Context: an optimization exercise on an open-source flow, tuned for a short achievable clock period and few clock cycles. The choices shown serve that exercise and are no tape-out recipe. In this exercise RTL edits were held to simulation tests only and were not proved equivalent to the original.

==> flow/design.v <==
module abac_dec (
    input  wire        clk,
    input  wire        rst_n,
    input  wire        cmd_valid,
    output wire        cmd_ready,
    input  wire [2:0]  cmd_op,
    input  wire [5:0]  cmd_ctx,
    input  wire [9:0]  cmd_c0,
    input  wire [9:0]  cmd_c1,
    input  wire [15:0] cmd_max,
    input  wire        in_valid,
    output wire        in_ready,
    input  wire [7:0]  in_byte,
    output reg         rsp_valid,
    output reg         rsp_sym,
    output reg  [9:0]  rsp_c0,
    output reg  [9:0]  rsp_c1
);
    localparam [2:0] OP_DEC_INIT    = 3'd0;
    localparam [2:0] OP_DEC_SYM     = 3'd1;
    localparam [2:0] OP_DEC_FLUSH   = 3'd2;
    localparam [2:0] OP_CTX_SET     = 3'd3;
    localparam [2:0] OP_CTX_GET     = 3'd4;
    localparam [2:0] OP_CTX_HALVE   = 3'd5;
    localparam [2:0] OP_TBL_RESCALE = 3'd6;
    localparam [2:0] OP_TBL_INIT    = 3'd7;
    localparam [3:0] S_IDLE   = 4'd0;
    localparam [3:0] S_INIT   = 4'd1;   
    localparam [3:0] S_LOAD   = 4'd2;   
    localparam [3:0] S_DIVN   = 4'd3;   
    localparam [3:0] S_SYM    = 4'd4;   
    localparam [3:0] S_DIVQ   = 4'd5;   
    localparam [3:0] S_NARROW = 4'd6;   
    localparam [3:0] S_RENORM = 4'd7;   
    localparam [3:0] S_FLUSH  = 4'd8;   
    localparam [3:0] S_RESC   = 4'd9;   
    reg  [3:0]  state;
    reg  [9:0]  ctx_c0 [0:63];
    reg  [9:0]  ctx_c1 [0:63];
    reg         open;        
    reg  [15:0] low;
    reg  [15:0] high;
    reg  [15:0] code;
    reg  [15:0] max_count;   
    reg  [15:0] bit_count;   
    reg  [4:0]  init_cnt;
    reg  [7:0]  ibuf;        
    reg  [3:0]  ibits;       
    reg  [5:0]  cur_ctx;
    reg  [9:0]  cur_c0;
    reg  [10:0] cur_w;
    reg         cur_sym;
    reg  [16:0] div_rem;
    reg  [16:0] div_num;
    reg  [16:0] div_d;
    reg  [16:0] div_q;
    reg  [4:0]  div_cnt;
    wire [16:0] range = {1'b0, high} - {1'b0, low} + 17'd1;
    wire [16:0] cpos  = {1'b0, code} - {1'b0, low} + 17'd1;
    wire [9:0]  rd_c0 = ctx_c0[cur_ctx];
    wire [9:0]  rd_c1 = ctx_c1[cur_ctx];
    wire [10:0] rd_w  = {1'b0, rd_c0} + {1'b0, rd_c1};
    wire [27:0] pos_num = cpos * rd_w - 28'd1;
    wire [26:0] split_num = range * cur_c0;
    wire        dec_s  = (div_q[9:0] >= cur_c0);
    wire [10:0] upd_c0 = {1'b0, rd_c0} + {10'd0, ~dec_s};
    wire [10:0] upd_c1 = {1'b0, rd_c1} + {10'd0,  dec_s};
    wire        upd_halve = (upd_c0 + upd_c1) >= 11'd1024;
    wire [9:0]  new_c0 = upd_halve ? (upd_c0[10:1] + 10'd1) : upd_c0[9:0];
    wire [9:0]  new_c1 = upd_halve ? (upd_c1[10:1] + 10'd1) : upd_c1[9:0];
    wire [17:0] div_try = {div_rem, div_num[16]};
    wire        div_ge  = div_try >= {1'b0, div_d};
    wire [17:0] div_sub = div_try - {1'b0, div_d};
    wire        ren_emit  = (low[15] == high[15]);
    wire        ren_defer = low[14] & ~high[14];
    wire        ren_step  = ren_emit | ren_defer;
    wire        budget_ok = bit_count < max_count;
    wire        need_byte = budget_ok && (ibits == 4'd0);
    wire        bit_rdy   = !need_byte || in_valid;
    wire        next_bit  = !budget_ok ? 1'b0 :
                            (ibits != 4'd0) ? ibuf[7] : in_byte[7];
    wire        reading = (state == S_INIT) ||
                          (state == S_FLUSH && budget_ok) ||
                          (state == S_RENORM && ren_step);
    assign in_ready  = reading && need_byte;
    wire [9:0]  cmd_rd_c0 = ctx_c0[cmd_ctx];
    wire [9:0]  cmd_rd_c1 = ctx_c1[cmd_ctx];
    wire [9:0]  rs_c0     = ctx_c0[cur_ctx];
    wire [9:0]  rs_c1     = ctx_c1[cur_ctx];
    wire [10:0] rs_w      = {1'b0, rs_c0} + {1'b0, rs_c1};
    assign cmd_ready = (state == S_IDLE);
    wire   cmd_fire  = cmd_valid && cmd_ready;
    task take_bit;
        begin
            if (budget_ok) begin
                bit_count <= bit_count + 16'd1;
                if (ibits == 4'd0) begin
                    ibuf  <= {in_byte[6:0], 1'b0};
                    ibits <= 4'd7;
                end else begin
                    ibuf  <= {ibuf[6:0], 1'b0};
                    ibits <= ibits - 4'd1;
                end
            end
        end
    endtask
    integer i;
    always @(posedge clk) begin
        if (!rst_n) begin
            state     <= S_IDLE;
            open      <= 1'b0;
            low       <= 16'h0000;
            high      <= 16'hFFFF;
            code      <= 16'h0000;
            max_count <= 16'd0;
            bit_count <= 16'd0;
            init_cnt  <= 5'd0;
            ibuf      <= 8'd0;
            ibits     <= 4'd0;
            cur_ctx   <= 6'd0;
            cur_c0    <= 10'd0;
            cur_w     <= 11'd0;
            cur_sym   <= 1'b0;
            div_rem   <= 17'd0;
            div_num   <= 17'd0;
            div_d     <= 17'd0;
            div_q     <= 17'd0;
            div_cnt   <= 5'd0;
            rsp_valid <= 1'b0;
            rsp_sym   <= 1'b0;
            rsp_c0    <= 10'd0;
            rsp_c1    <= 10'd0;
            for (i = 0; i < 64; i = i + 1) begin
                ctx_c0[i] <= 10'd1;
                ctx_c1[i] <= 10'd1;
            end
        end else begin
            rsp_valid <= 1'b0;
            case (state)
            S_IDLE: begin
                if (cmd_fire) begin
                    case (cmd_op)
                    OP_DEC_INIT: begin
                        open      <= 1'b0;
                        max_count <= cmd_max;
                        bit_count <= 16'd0;
                        code      <= 16'h0000;
                        init_cnt  <= 5'd0;
                        state     <= S_INIT;
                    end
                    OP_DEC_SYM: begin
                        if (open) begin
                            cur_ctx <= cmd_ctx;
                            state   <= S_LOAD;
                        end
                    end
                    OP_DEC_FLUSH: begin
                        if (open)
                            state <= S_FLUSH;
                    end
                    OP_CTX_SET: begin
                        ctx_c0[cmd_ctx] <= cmd_c0;
                        ctx_c1[cmd_ctx] <= cmd_c1;
                    end
                    OP_CTX_GET: begin
                        rsp_valid <= 1'b1;
                        rsp_sym   <= 1'b0;
                        rsp_c0    <= cmd_rd_c0;
                        rsp_c1    <= cmd_rd_c1;
                    end
                    OP_CTX_HALVE: begin
                        ctx_c0[cmd_ctx] <= (cmd_rd_c0 >> 1) + 10'd1;
                        ctx_c1[cmd_ctx] <= (cmd_rd_c1 >> 1) + 10'd1;
                    end
                    OP_TBL_RESCALE: begin
                        cur_ctx <= 6'd0;
                        state   <= S_RESC;
                    end
                    OP_TBL_INIT: begin
                        for (i = 0; i < 64; i = i + 1) begin
                            ctx_c0[i] <= 10'd1;
                            ctx_c1[i] <= 10'd1;
                        end
                    end
                    endcase
                end
            end
            S_INIT: begin
                if (bit_rdy) begin
                    take_bit;
                    code     <= {code[14:0], next_bit};
                    init_cnt <= init_cnt + 5'd1;
                    if (init_cnt == 5'd15) begin
                        low   <= 16'h0000;
                        high  <= 16'hFFFF;
                        open  <= 1'b1;
                        state <= S_IDLE;
                    end
                end
            end
            S_LOAD: begin
                cur_c0  <= rd_c0;
                cur_w   <= rd_w;
                div_d   <= range;
                div_rem <= pos_num[26:10];
                div_num <= {pos_num[9:0], 7'd0};
                div_q   <= 17'd0;
                div_cnt <= 5'd0;
                state   <= S_DIVN;
            end
            S_DIVN: begin
                div_rem <= div_ge ? div_sub[16:0] : div_try[16:0];
                div_num <= {div_num[15:0], 1'b0};
                div_q   <= {div_q[15:0], div_ge};
                div_cnt <= div_cnt + 5'd1;
                if (div_cnt == 5'd9)
                    state <= S_SYM;
            end
            S_SYM: begin
                cur_sym <= dec_s;
                ctx_c0[cur_ctx] <= new_c0;
                ctx_c1[cur_ctx] <= new_c1;
                div_d   <= {6'd0, cur_w};
                div_rem <= {7'd0, split_num[26:17]};
                div_num <= split_num[16:0];
                div_q   <= 17'd0;
                div_cnt <= 5'd0;
                state   <= S_DIVQ;
            end
            S_DIVQ: begin
                div_rem <= div_ge ? div_sub[16:0] : div_try[16:0];
                div_num <= {div_num[15:0], 1'b0};
                div_q   <= {div_q[15:0], div_ge};
                div_cnt <= div_cnt + 5'd1;
                if (div_cnt == 5'd16)
                    state <= S_NARROW;
            end
            S_NARROW: begin
                if (!cur_sym)
                    high <= low + div_q[15:0] - 16'd1;
                else
                    low  <= low + div_q[15:0];
                state <= S_RENORM;
            end
            S_RENORM: begin
                if (ren_step) begin
                    if (bit_rdy) begin
                        take_bit;
                        if (ren_emit) begin
                            low  <= {low[14:0], 1'b0};
                            high <= {high[14:0], 1'b1};
                            code <= {code[14:0], next_bit};
                        end else begin
                            low  <= {1'b0, low[13:0], 1'b0};
                            high <= {1'b1, high[13:0], 1'b1};
                            code <= {~code[14], code[13:0], next_bit};
                        end
                    end
                end else begin
                    rsp_valid <= 1'b1;
                    rsp_sym   <= cur_sym;
                    rsp_c0    <= 10'd0;
                    rsp_c1    <= 10'd0;
                    state     <= S_IDLE;
                end
            end
            S_FLUSH: begin
                if (!budget_ok) begin
                    ibits <= 4'd0;
                    open  <= 1'b0;
                    state <= S_IDLE;
                end else if (bit_rdy) begin
                    take_bit;
                end
            end
            S_RESC: begin
                if (rs_w > 11'd16) begin
                    ctx_c0[cur_ctx] <= (rs_c0 >> 1) + 10'd1;
                    ctx_c1[cur_ctx] <= (rs_c1 >> 1) + 10'd1;
                end
                cur_ctx <= cur_ctx + 6'd1;
                if (cur_ctx == 6'd63)
                    state <= S_IDLE;
            end
            default: state <= S_IDLE;
            endcase
        end
    end
endmodule
==> flow/run.sh <==
#!/bin/bash
# synth_recipe.tcl (not shown) runs the flow's synth.tcl, then flattens the netlist and writes it again
# the make line also repeats each setting of config.mk as NAME=value (left out here)
make -C /OpenROAD-flow-scripts/flow DESIGN_CONFIG=/design/flow/config.mk WORK_HOME=/design/flow/orfs CLKGATE_MAP_FILE= SYNTH_SCRIPT=/design/flow/synth_recipe.tcl finish
==> flow/config.mk <==
export PLATFORM = sky130hd
export DESIGN_NAME = abac_dec
export DESIGN_NICKNAME = abac_dec
export VERILOG_FILES = /design/flow/design.v
export SDC_FILE = /design/flow/constraint.sdc
export NUM_CORES = 4
export LEC_CHECK = 0
export CAP_MARGIN = 20
export CORE_MARGIN = 2
export CORE_UTILIZATION = 40
export PLACE_DENSITY = 0.6
export SLEW_MARGIN = 20
==> flow/constraint.sdc <==
create_clock -name core_clock -period 12.0 [get_ports {clk}]
set_input_delay 2.4000 -clock core_clock [delete_from_list [all_inputs] [get_ports {clk}]]
set_output_delay 2.4000 -clock core_clock [all_outputs]
set_load 0.01 [all_outputs]
==> results of run 1 <==
-- logic make-up after synthesis --
group / share of synthesized area, %
simple gates: 12.0
flops: 45.5
compound gates: 8.31
buf+inv: 5.19
mux: 17.9
fa+ha+maj: 9.45
xor+xnor: 1.63
-- per-layer routing --
layer | share of wire [%] | vias up | track usage, %
li1 | - | 29100 | -
met1 | 36 | 36700 | 39.1
met2 | 42 | 5756 | 42.8
met3 | 16 | 1174 | 11.9
met4 | 6.3 | 20 | 15.3
met5 | 0.078 | - | 0.397
-- critical path, delay by kind of cell (launching register included) --
| kind | cells | cell delay [ps] |
|---|---|---|
| AOI/OAI and AO/OA | 12 | 4220 |
| adders and majority gates | 7 | 3250 |
| buffers and inverters | 3 | 150 |
| DFF | 1 | 970 |
| muxes | 1 | 600 |
| and+or+nand+nor | 9 | 1730 |
-- cells in the final DEF, fill, tap and decap left out, drive strengths merged, types with 46 or more instances in the layout --
cell,n
edfxtp,1280
nor2,1167
mux4,689
nand2,679
a21oi,467
inv,451
buf,340
ha,288
fa,266
nand3,235
dfxtp,229
clkbuf,209
a22oi,148
and2,138
o21ai,125
mux2i,119
xnor2,107
nor3,96
clkinv,75
clkdlybuf4s50,74
xor2,65
nor2b,56
a21o,53
a221oi,47
nand2b,46
-- state kept, by name, indices dropped and copies added, names as in the netlist, 16 cells and up, named ones only --
register   count
div_num       17
ctx_c1       640
bit_count     16
low           16
ctx_c0       640
max_count     16
high          16
code          16
div_rem       17
div_d         17
div_q         16
-- per-stage QoR --
step	cells	hold slack (ps)	area, sq um
6_report	11200	454	105000
5_1_grt	11100	468	105000
4_1_cts	11100	454	105000
3_5_place_dp	10800	446	99200
3_3_place_gp	10800	439	99100
2_1_floorplan	7916	432	94500
-- final cells by class --
class	instances	area, sq um
antenna	8	20.0
clock buffer	209	4470
clock inverter	103	1110
fill	21600	130000
inverter	445	1680
multi-input combinational	5312	47000
sequential	1509	43000
tap	3150	3940
timing repair buffer	414	3560
-- worst max-delay path by stage --
stage	start	end	slack (ps)	cells after the start
finish	flip-flop	div_rem[15]	820	32
global route	flip-flop	div_rem[15]	240	33
floorplan	flip-flop	div_rem[15]	1430	42
CTS	flip-flop	div_rem[15]	1130	33
global placement	flip-flop	div_rem[15]	1180	33
detailed placement	flip-flop	div_rem[15]	1210	33
==> impl_metrics.yaml, run 1 <==
global_routing:
  grt_pass1_wl_mm: 519
  grt_overflow: 0
  grt_pass1_vias: 70400
  antenna_found_initial: 22
  grt_use_total_pct: 29.9
  grt_start_max_net_pins: 96
sta:
  rsz0062_at_grt: "false"
  worst_slew_margin_rel_pct: 9.71
  tns_ps: 0
  fin_skew_ps: 79.4
  tightestPinTransition_ps: 1350
  period_share_pct: 93.2
  min_period_ps: 11180
  max_clock_freq_mhz: 89.4
  hold_viol_final: 0
  layout_setup_ws_ps: 817
  slew_viol_final: 0
  finalSetupViolations: 0
final_layout:
  fin_util_pct: 44.6
  drive_gt1_share_pct: 18.5
  area_growth_syn_to_layout_pct: 10.9
  nets: 8463
floorplanning:
  fp.dieW_microns: 490
  die_h_microns: 490
  core-area_sq_um: 235000
  initial_utilization_pct: 40.2
  die-area_sq_um: 240000
  num_io_pins: 81
  rows: 178
cts:
  cts_setup_buffers: 0
  clk_latency_ps: 890
  cts_tree: "done"
  numCtsBuffers: 170
  htreeDepth: 4
  clock-root-buffer: "clkbuf_16"
  cts.sinks: 1509
  cts_buffer_depth: 3
  clk_pin_slew_ps: 60
  cts-resized-gates: 0
  cts_hold_buf: 0
drt:
  vias: 72700
  firstDrtPassIters: 9
  wl_per_cell_microns: 32.9
  drc_errors: 0
  drt_iter0_drc: 11600
  drt-vias-per-instance: 6.52
  wl_mm: 366
  drtAntennaViolNets: 0
worst_setup_path:
  endpoint_kind: "flip-flop"
  r2r-end: "div_rem[15]"
  slowest_stage: "dfxtp_4"
  cp.arrival_ps: 11890
  cp-start-kind: "flip-flop"
  cp_common_cell: "fa_1"
  rrSetupSlack_ps: 820
  worst-setup-path-type: "flip-flop to flip-flop"
  cp_data_required_time_ps: 12710
  worst-r2r-cell-count: 32
  worstPathMaxFanout: 38
  critPathMaxStageDelay_ps: 970
logic_synthesis:
  synth.largest_area_cell: "edfxtp_1"
  synthTopCellsByArea: "edfxtp_1 41%, mux4_2 16%, fa_1 5.6%, dfxtp_1 4.9%, nor2_1 4.4%"
  yosysMostFrequentCell: "edfxtp_1"
  synth_edf_count: 1280
  ys_seq_area_share_pct: 45.5
  synth_top_area_share_pct: 40.7
  synthTopCellsByCount: "1280 x edfxtp_1, 1109 x nor2_1, 678 x nand2_1"
  synthFlopType: "edfxtp_1"
  syn_area_sq_um: 94500
  async_flop_share_pct: 0
  syn_nets: 8527
  avgSynthCellArea_sq_um: 11.9
  ys_seq_elements: 1509
  synthCells: 7916
  yosys_warnings: 1
  synth_cell_type_count: 113
worst_hold_path:
  hp-start: "max_count[11]"
  hold_depth: 2
  min_path_type: "flip-flop to flip-flop"
  whs_endpoint: "max_count[11]"
placed_design:
  place_congestion: 1.02
  hpwl_mm: 249
  dp_slack_ps: 1210
  port-buffer-count: 80
outcome:
  status: "timing/DRC/antenna clean"
run:
  max_cap_violations: 0
Testbench counts, summed over its fixed seeds: cycles 527,022.
==> inputs of run 2 (changes only) <==
--- a/flow/design.v
+++ b/flow/design.v
@@ -53,6 +53,8 @@
     reg  [16:0] div_rem;
     reg  [16:0] div_num;
     reg  [16:0] div_d;
+    reg  [12:0] div_d3;      
+    reg  [17:0] div_n18;     
     reg  [16:0] div_q;
     reg  [4:0]  div_cnt;
     wire [16:0] range = {1'b0, high} - {1'b0, low} + 17'd1;
@@ -68,9 +70,25 @@
     wire        upd_halve = (upd_c0 + upd_c1) >= 11'd1024;
     wire [9:0]  new_c0 = upd_halve ? (upd_c0[10:1] + 10'd1) : upd_c0[9:0];
     wire [9:0]  new_c1 = upd_halve ? (upd_c1[10:1] + 10'd1) : upd_c1[9:0];
-    wire [17:0] div_try = {div_rem, div_num[16]};
-    wire        div_ge  = div_try >= {1'b0, div_d};
-    wire [17:0] div_sub = div_try - {1'b0, div_d};
+    wire [13:0] div_try = {div_rem[11:0], div_n18[17:16]};
+    wire [13:0] d1      = {3'd0, div_d[10:0]};
+    wire [13:0] d2      = {2'd0, div_d[10:0], 1'b0};
+    wire [13:0] d3      = {1'd0, div_d3};
+    wire        ge3     = div_try >= d3;
+    wire        ge2     = div_try >= d2;
+    wire        ge1     = div_try >= d1;
+    wire [1:0]  qdig    = ge3 ? 2'd3 : ge2 ? 2'd2 : ge1 ? 2'd1 : 2'd0;
+    wire [13:0] div_nr  = ge3 ? div_try - d3 : ge2 ? div_try - d2 : ge1 ? div_try - d1 : div_try;
+    wire [15:0] qv      = div_q[15:0];
+    wire        s_new   = ({1'b0, code} - {1'b0, low}) >= {1'b0, qv};
+    wire [9:0]  rq_c0   = ctx_c0[cur_ctx];
+    wire [9:0]  rq_c1   = ctx_c1[cur_ctx];
+    wire [10:0] uq_c0   = {1'b0, rq_c0} + {10'd0, ~s_new};
+    wire [10:0] uq_c1   = {1'b0, rq_c1} + {10'd0,  s_new};
+    wire        uq_h    = (uq_c0 + uq_c1) >= 11'd1024;
+    wire [9:0]  nq_c0   = uq_h ? (uq_c0[10:1] + 10'd1) : uq_c0[9:0];
+    wire [9:0]  nq_c1   = uq_h ? (uq_c1[10:1] + 10'd1) : uq_c1[9:0];
+    wire [26:0] split_ld = range * rd_c0;
     wire        ren_emit  = (low[15] == high[15]);
     wire        ren_defer = low[14] & ~high[14];
     wire        ren_step  = ren_emit | ren_defer;
@@ -124,6 +142,8 @@
             div_rem   <= 17'd0;
             div_num   <= 17'd0;
             div_d     <= 17'd0;
+            div_d3    <= 13'd0;
+            div_n18   <= 18'd0;
             div_q     <= 17'd0;
             div_cnt   <= 5'd0;
             rsp_valid <= 1'b0;
@@ -201,45 +221,30 @@
             S_LOAD: begin
                 cur_c0  <= rd_c0;
                 cur_w   <= rd_w;
-                div_d   <= range;
-                div_rem <= pos_num[26:10];
-                div_num <= {pos_num[9:0], 7'd0};
-                div_q   <= 17'd0;
-                div_cnt <= 5'd0;
-                state   <= S_DIVN;
-            end
-            S_DIVN: begin
-                div_rem <= div_ge ? div_sub[16:0] : div_try[16:0];
-                div_num <= {div_num[15:0], 1'b0};
-                div_q   <= {div_q[15:0], div_ge};
-                div_cnt <= div_cnt + 5'd1;
-                if (div_cnt == 5'd9)
-                    state <= S_SYM;
-            end
-            S_SYM: begin
-                cur_sym <= dec_s;
-                ctx_c0[cur_ctx] <= new_c0;
-                ctx_c1[cur_ctx] <= new_c1;
-                div_d   <= {6'd0, cur_w};
-                div_rem <= {7'd0, split_num[26:17]};
-                div_num <= split_num[16:0];
+                div_d   <= {6'd0, rd_w};
+                div_d3  <= {2'd0, rd_w} + {1'b0, rd_w, 1'b0};
+                div_rem <= {8'd0, split_ld[26:18]};
+                div_n18 <= split_ld[17:0];
                 div_q   <= 17'd0;
                 div_cnt <= 5'd0;
                 state   <= S_DIVQ;
             end
             S_DIVQ: begin
-                div_rem <= div_ge ? div_sub[16:0] : div_try[16:0];
-                div_num <= {div_num[15:0], 1'b0};
-                div_q   <= {div_q[15:0], div_ge};
+                div_rem <= {3'd0, div_nr};
+                div_n18 <= {div_n18[15:0], 2'b00};
+                div_q   <= {div_q[14:0], qdig};
                 div_cnt <= div_cnt + 5'd1;
-                if (div_cnt == 5'd16)
+                if (div_cnt == 5'd8)
                     state <= S_NARROW;
             end
             S_NARROW: begin
-                if (!cur_sym)
-                    high <= low + div_q[15:0] - 16'd1;
+                cur_sym <= s_new;
+                ctx_c0[cur_ctx] <= nq_c0;
+                ctx_c1[cur_ctx] <= nq_c1;
+                if (!s_new)
+                    high <= low + qv - 16'd1;
                 else
-                    low  <= low + div_q[15:0];
+                    low  <= low + qv;
                 state <= S_RENORM;
             end
             S_RENORM: begin
==> impl_metrics.yaml, run 2 <==
cts:
  htreeDepth: 4
  cts-resized-gates: 0
  numCtsBuffers: 165
  clk_pin_slew_ps: 60
  cts_setup_buffers: 0
  cts_tree: "done"
  clk_latency_ps: 870
  cts_buffer_depth: 3
  cts.sinks: 1490
  cts_hold_buf: 0
  clock-root-buffer: "clkbuf_16"
sta:
  tns_ps: 0
  rsz0062_at_grt: "false"
  hold_viol_final: 0
  min_period_ps: 11320
  max_clock_freq_mhz: 88.4
  tightestPinTransition_ps: 1260
  period_share_pct: 94.3
  worst_slew_margin_rel_pct: 15.9
  fin_skew_ps: 82.5
  slew_viol_final: 0
  finalSetupViolations: 0
  layout_setup_ws_ps: 684
floorplanning:
  initial_utilization_pct: 40.3
  die_h_microns: 475
  die-area_sq_um: 226000
  num_io_pins: 81
  core-area_sq_um: 220000
  rows: 172
  fp.dieW_microns: 475
logic_synthesis:
  yosys_warnings: 1
  synthTopCellsByArea: "edfxtp_1 43%, mux4_2 19%, nor2_1 5.6%, dfxtp_1 4.7%, ha_1 3.5%"
  syn_nets: 7568
  avgSynthCellArea_sq_um: 12.4
  yosysMostFrequentCell: "nor2_1"
  syn_area_sq_um: 88800
  ys_seq_elements: 1490
  synth.largest_area_cell: "edfxtp_1"
  synth_cell_type_count: 109
  synthFlopType: "edfxtp_1"
  synthTopCellsByCount: "1324 x nor2_1, 1280 x edfxtp_1, 763 x mux4_2"
  synth_edf_count: 1280
  ys_seq_area_share_pct: 48.0
  async_flop_share_pct: 0
  synthCells: 7138
  synth_top_area_share_pct: 43.3
drt:
  drt-vias-per-instance: 6.34
  wl_per_cell_microns: 32.1
  wl_mm: 327
  vias: 64600
  drc_errors: 0
  firstDrtPassIters: 6
  drtAntennaViolNets: 0
  drt_iter0_drc: 9312
final_layout:
  design_area_sq_um: 98600
  regArea_sq_um: 42700
  multi_input_area_sq_um: 42400
  mostFrequentLayoutCells: "1316 x nor2_1, 1280 x edfxtp_1, 763 x mux4_2"
  reg_top3: "ctx_c0 x640, ctx_c1 x640, div_n18 x18"
  final_common_cell: "nor2_1"
  drive_gt1_share_pct: 20.0
  num-fill-cells: 19700
  area_growth_syn_to_layout_pct: 11.1
  nets: 7511
  fin_util_pct: 44.8
placed_design:
  place_congestion: 1.01
  port-buffer-count: 80
  placed_cell_area_sq_um: 93000
  hpwl_mm: 226
  dp_slack_ps: 776
worst_setup_path:
  rr_startpoint: "low[1]"
  crit_path_end: "ctx_c1[8][1]"
  worst-r2r-cell-count: 40
  cp_data_required_time_ps: 12540
  crit_family: "compound AO/OA/AOI/OAI gates"
  crit_buf_inv: 3
  slowest_stage: "buf_4"
  worst-setup-path-type: "flip-flop to flip-flop"
  worstPathMaxFanout: 64
  endpoint_kind: "flip-flop"
  critPathMaxStageDelay_ps: 770
  critPathLaunch: "low[1]"
  critical_path_depth: 40
  rrSetupSlack_ps: 680
  cp.arrival_ps: 11860
  r2r-end: "ctx_c1[8][1]"
  cp-start-kind: "flip-flop"
global_routing:
  grt_use_total_pct: 28.8
  grt_pass1_wl_mm: 463
  antenna_found_initial: 13
  grt_overflow: 0
  grt_start_max_net_pins: 91
  grt_pass1_vias: 62400
worst_hold_path:
  min_path_type: "flip-flop to flip-flop"
run:
  max_cap_violations: 0
outcome:
  status: "timing/DRC/antenna clean"
run 2: worst min path at each step:
stage	startpoint	endpoint	slack, ps	cells after the start
global placement	rsp_sym	rsp_sym	440	2
detailed placement	max_count[10]	max_count[10]	450	2
CTS	max_count[10]	max_count[10]	460	2
finish	max_count[11]	max_count[11]	450	2
global route	max_count[12]	max_count[12]	470	2
floorplan	div_d3[10]	div_d3[10]	430	2
run 2: kinds of logic after synthesis:
group	Yosys count	share of synthesized area [%]
adders and majority gates	373	6.33
muxes	880	20.8
DFF	1490	48.0
and+or+nand+nor	2522	12.5
xor gates and xnor gates	150	1.56
AOI/OAI and AO/OA	824	6.29
buffers and inverters	899	4.47
run 2: worst reg2reg max path: cells and delay by family, from the launching register on:
family | cells | cell delay, ps
DFF | 1 | 570
xor gates and xnor gates | 1 | 330
and+or+nand+nor | 13 | 3250
buffers and inverters | 3 | 1010
adders and majority gates | 5 | 2010
AOI/OAI and AO/OA | 17 | 3460
muxes | 1 | 430
run 2: stage by stage:
stage               std cells  hold slack (ps)
CTS                     10200              458
detailed placement       9868              449
floorplan                7138              432
finish                  10200              454
global route            10200              471
global placement         9867              440
run 2: cell type report:
cell class | count | share of cell area [%]
Sequential cell | 1490 | 43.2
Multi-Input combinational cell | 4749 | 43.0
Clock buffer | 213 | 4.54
Tap cell | 2958 | 3.75
Timing Repair Buffer | 365 | 3.20
Inverter | 310 | 1.19
Clock inverter | 93 | 1.03
Antenna cell | 6 | 0.0152
run 2: metal layers:
metal / wire length (microns) / global-route usage [%] / vias to the layer above / share of wire [%]
li1: - / - / 26400 / -
met1: 120000 / 37.7 / 33000 / 37
met2: 143000 / 42.5 / 4344 / 44
met3: 43900 / 9.52 / 837 / 13
met4: 19200 / 14.6 / 10 / 5.9
met5: 341 / 0 / - / 0.10
Testbench counts of run 2, summed over its fixed seeds: cycles 223,953.
==> inputs of run 3 (changes only) <==
--- a/flow/design.v
+++ b/flow/design.v
@@ -223,8 +223,8 @@
                 cur_w   <= rd_w;
                 div_d   <= {6'd0, rd_w};
                 div_d3  <= {2'd0, rd_w} + {1'b0, rd_w, 1'b0};
-                div_rem <= {8'd0, split_ld[26:18]};
-                div_n18 <= split_ld[17:0];
+                div_rem <= {6'd0, split_ld[26:16]};
+                div_n18 <= {split_ld[15:0], 2'b00};
                 div_q   <= 17'd0;
                 div_cnt <= 5'd0;
                 state   <= S_DIVQ;
@@ -234,7 +234,7 @@
                 div_n18 <= {div_n18[15:0], 2'b00};
                 div_q   <= {div_q[14:0], qdig};
                 div_cnt <= div_cnt + 5'd1;
-                if (div_cnt == 5'd8)
+                if (div_cnt == 5'd7)
                     state <= S_NARROW;
             end
             S_NARROW: begin
==> impl_metrics.yaml, run 3 <==
floorplanning:
  die_h_microns: 474
  die-area_sq_um: 225000
  num_io_pins: 81
  initial_utilization_pct: 40.3
  fp.dieW_microns: 474
  rows: 172
  core-area_sq_um: 220000
global_routing:
  grt_overflow: 0
  grt_start_max_net_pins: 125
  grt_pass1_wl_mm: 464
  grt_use_total_pct: 28.8
  use_met1_pct: 38.1
  grt_pass1_vias: 63500
  antenna_found_initial: 31
  grtUsageMet3_pct: 10.3
  gr-max-usage-layer: "met2"
  use_met2_pct: 42.8
worst_hold_path:
  min_path_type: "flip-flop to flip-flop"
logic_synthesis:
  syn_nets: 7628
  ys_seq_area_share_pct: 48.1
  synth_edf_count: 1280
  synthCells: 7199
  synth.largest_area_cell: "edfxtp_1"
  synth_top_area_share_pct: 43.4
  synthTopCellsByCount: "1446 x nor2_1, 1280 x edfxtp_1, 745 x mux4_2"
  synth_cell_type_count: 101
  syn_area_sq_um: 88500
  avgSynthCellArea_sq_um: 12.3
  ys_seq_elements: 1488
  synthFlopType: "edfxtp_1"
  synthTopCellsByArea: "edfxtp_1 43%, mux4_2 19%, nor2_1 6.1%, dfxtp_1 4.7%, ha_1 3.5%"
  async_flop_share_pct: 0
  yosysMostFrequentCell: "nor2_1"
  yosys_warnings: 1
final_layout:
  nets: 7621
  drive_gt1_share_pct: 19.6
  area_growth_syn_to_layout_pct: 11.9
  reg_top3: "ctx_c0 x640, ctx_c1 x640"
  final_common_cell: "nor2_1"
  design_area_sq_um: 99000
  mostFrequentLayoutCells: "1432 x nor2_1, 1280 x edfxtp_1, 745 x mux4_2"
worst_setup_path:
  critPathMaxStageDelay_ps: 740
  slowest_stage: "xnor2_4"
  worst-setup-path-type: "flip-flop to flip-flop"
  worstPathMaxFanout: 33
  crit_path_end: "ctx_c0[45][5]"
  cp_common_cell: "o21ai_0"
  rrSetupSlack_ps: 1560
  rr_startpoint: "low[1]"
  cp-start-kind: "flip-flop"
  r2r-end: "ctx_c0[45][5]"
  cp_data_required_time_ps: 12570
  critPathLaunch: "low[1]"
  cp.arrival_ps: 11010
  endpoint_kind: "flip-flop"
  worst-r2r-cell-count: 41
cts:
  cts-resized-gates: 0
  cts_tree: "done"
  cts_setup_buffers: 0
  cts_buffer_depth: 3
  cts.sinks: 1488
  clk_latency_ps: 860
  cts_hold_buf: 0
  clk_pin_slew_ps: 60
  numCtsBuffers: 164
  htreeDepth: 4
  clock-root-buffer: "clkbuf_16"
sta:
  finalSetupViolations: 0
  rsz0062_at_grt: "false"
  slew_viol_final: 0
  worst_slew_margin_rel_pct: 15.2
  period_share_pct: 87.0
  max_clock_freq_mhz: 95.8
  min_period_ps: 10440
  hold_viol_final: 0
  tns_ps: 0
  layout_setup_ws_ps: 1560
  tightestPinTransition_ps: 1250
  fin_skew_ps: 64.7
drt:
  vias: 65600
  wl_mm: 326
  wl_per_cell_microns: 31.7
  drtAntennaViolNets: 0
  drt-vias-per-instance: 6.37
  firstDrtPassIters: 8
  drt_iter0_drc: 9852
  drc_errors: 0
run:
  max_cap_violations: 0
placed_design:
  placed_cell_area_sq_um: 93400
  place_congestion: 0.979
  hpwl_mm: 217
  dp_slack_ps: 1760
  port-buffer-count: 80
outcome:
  status: "timing/DRC/antenna clean"
-- run 3: cell type report --
class	count	area, sq um
fill	19900	121000
sequential	1488	42600
multi-input combinational	4857	42400
clock buffer	189	4250
tap	2958	3700
timing repair buffer	384	3590
clock inverter	115	1330
inverter	297	1120
antenna	10	25.0
-- run 3: kinds of logic (layout without fill, tap and decap cells) --
| group | after synthesis | in the layout | share of synthesized area, % |
|---|---|---|---|
| and+or+nand+nor | 2557 | 2557 | 12.2 |
| DFF | 1488 | 1488 | 48.1 |
| muxes | 925 | 925 | 21.0 |
| buffers and inverters | 854 | 985 | 4.26 |
| AOI/OAI and AO/OA | 832 | 832 | 6.31 |
| adders and majority gates | 372 | 372 | 6.34 |
| xor gates and xnor gates | 171 | 171 | 1.73 |
| other | 0 | 10 | 0 |
-- run 3: metrics by stage --
stage | std cells | utilization, % | hold WS [ps]
after CTS | 10300 | 45.0 | 454
after detailed placement | 9982 | 42.5 | 446
final | 10300 | 45.1 | 454
after global placement | 9981 | 42.5 | 442
after global routing | 10300 | 45.1 | 468
after floorplan | 7199 | - | 431
-- run 3: how the worst min path moves through the flow --
stage	end	from	cells past startpoint	slack (ps)
floorplan	ibuf[1]	ibuf[1]	2	430
global route	div_d3[6]	div_d3[6]	2	470
CTS	div_d3[3]	div_d3[3]	2	450
finish	div_d3[5]	div_d3[5]	2	450
detailed placement	div_d3[5]	div_d3[5]	2	450
global placement	ibuf[1]	ibuf[1]	2	440
-- run 3: worst max-delay path, delay by kind of cell (launching register included) --
kind | cells | cell delay [ps]
buffers and inverters | 4 | 750
XOR/XNOR | 2 | 1150
adder cells (fa/ha/maj) | 5 | 1240
AND/OR/NAND/NOR | 8 | 1480
flip-flops | 1 | 490
multiplexers | 1 | 410
AO/OA/AOI/OAI | 21 | 4590
-- run 3: layer usage --
layer | routed length [microns] | share of wire, %
met3 | 48300 | 15
met1 | 120000 | 37
met2 | 142000 | 44
met5 | 133 | 0.041
met4 | 15500 | 4.8
Testbench counts of run 3, summed over its fixed seeds: cycles 208,002.

[what the ideal ports hide]
Ports are ideal in the flow. The routed layouts listed here were re-timed in OpenROAD.
Step 1 sets driving cells, clkbuf_16 on the clock port and buf_2 on the other inputs (assumed; they add their load-dependent delay and slew).
Step 2 also shifts input and output timing later by t, the mid clock arrival at the registers, as if the neighbouring blocks saw the same clock.
Slacks: no drivers / after step 1 / after step 2; pairs: no drivers / after step 1.
run	t (ns)	setup slack, ns	worst data-port slew with drivers (ns)
run 1	0.933	0.817 / 0.817 / 0.817	0.17
run 2	0.918	0.684 / 0.684 / 0.684	0.14
run 3	0.916	1.565 / 1.565 / 1.565	0.05
After both steps every run listed still meets setup and hold.
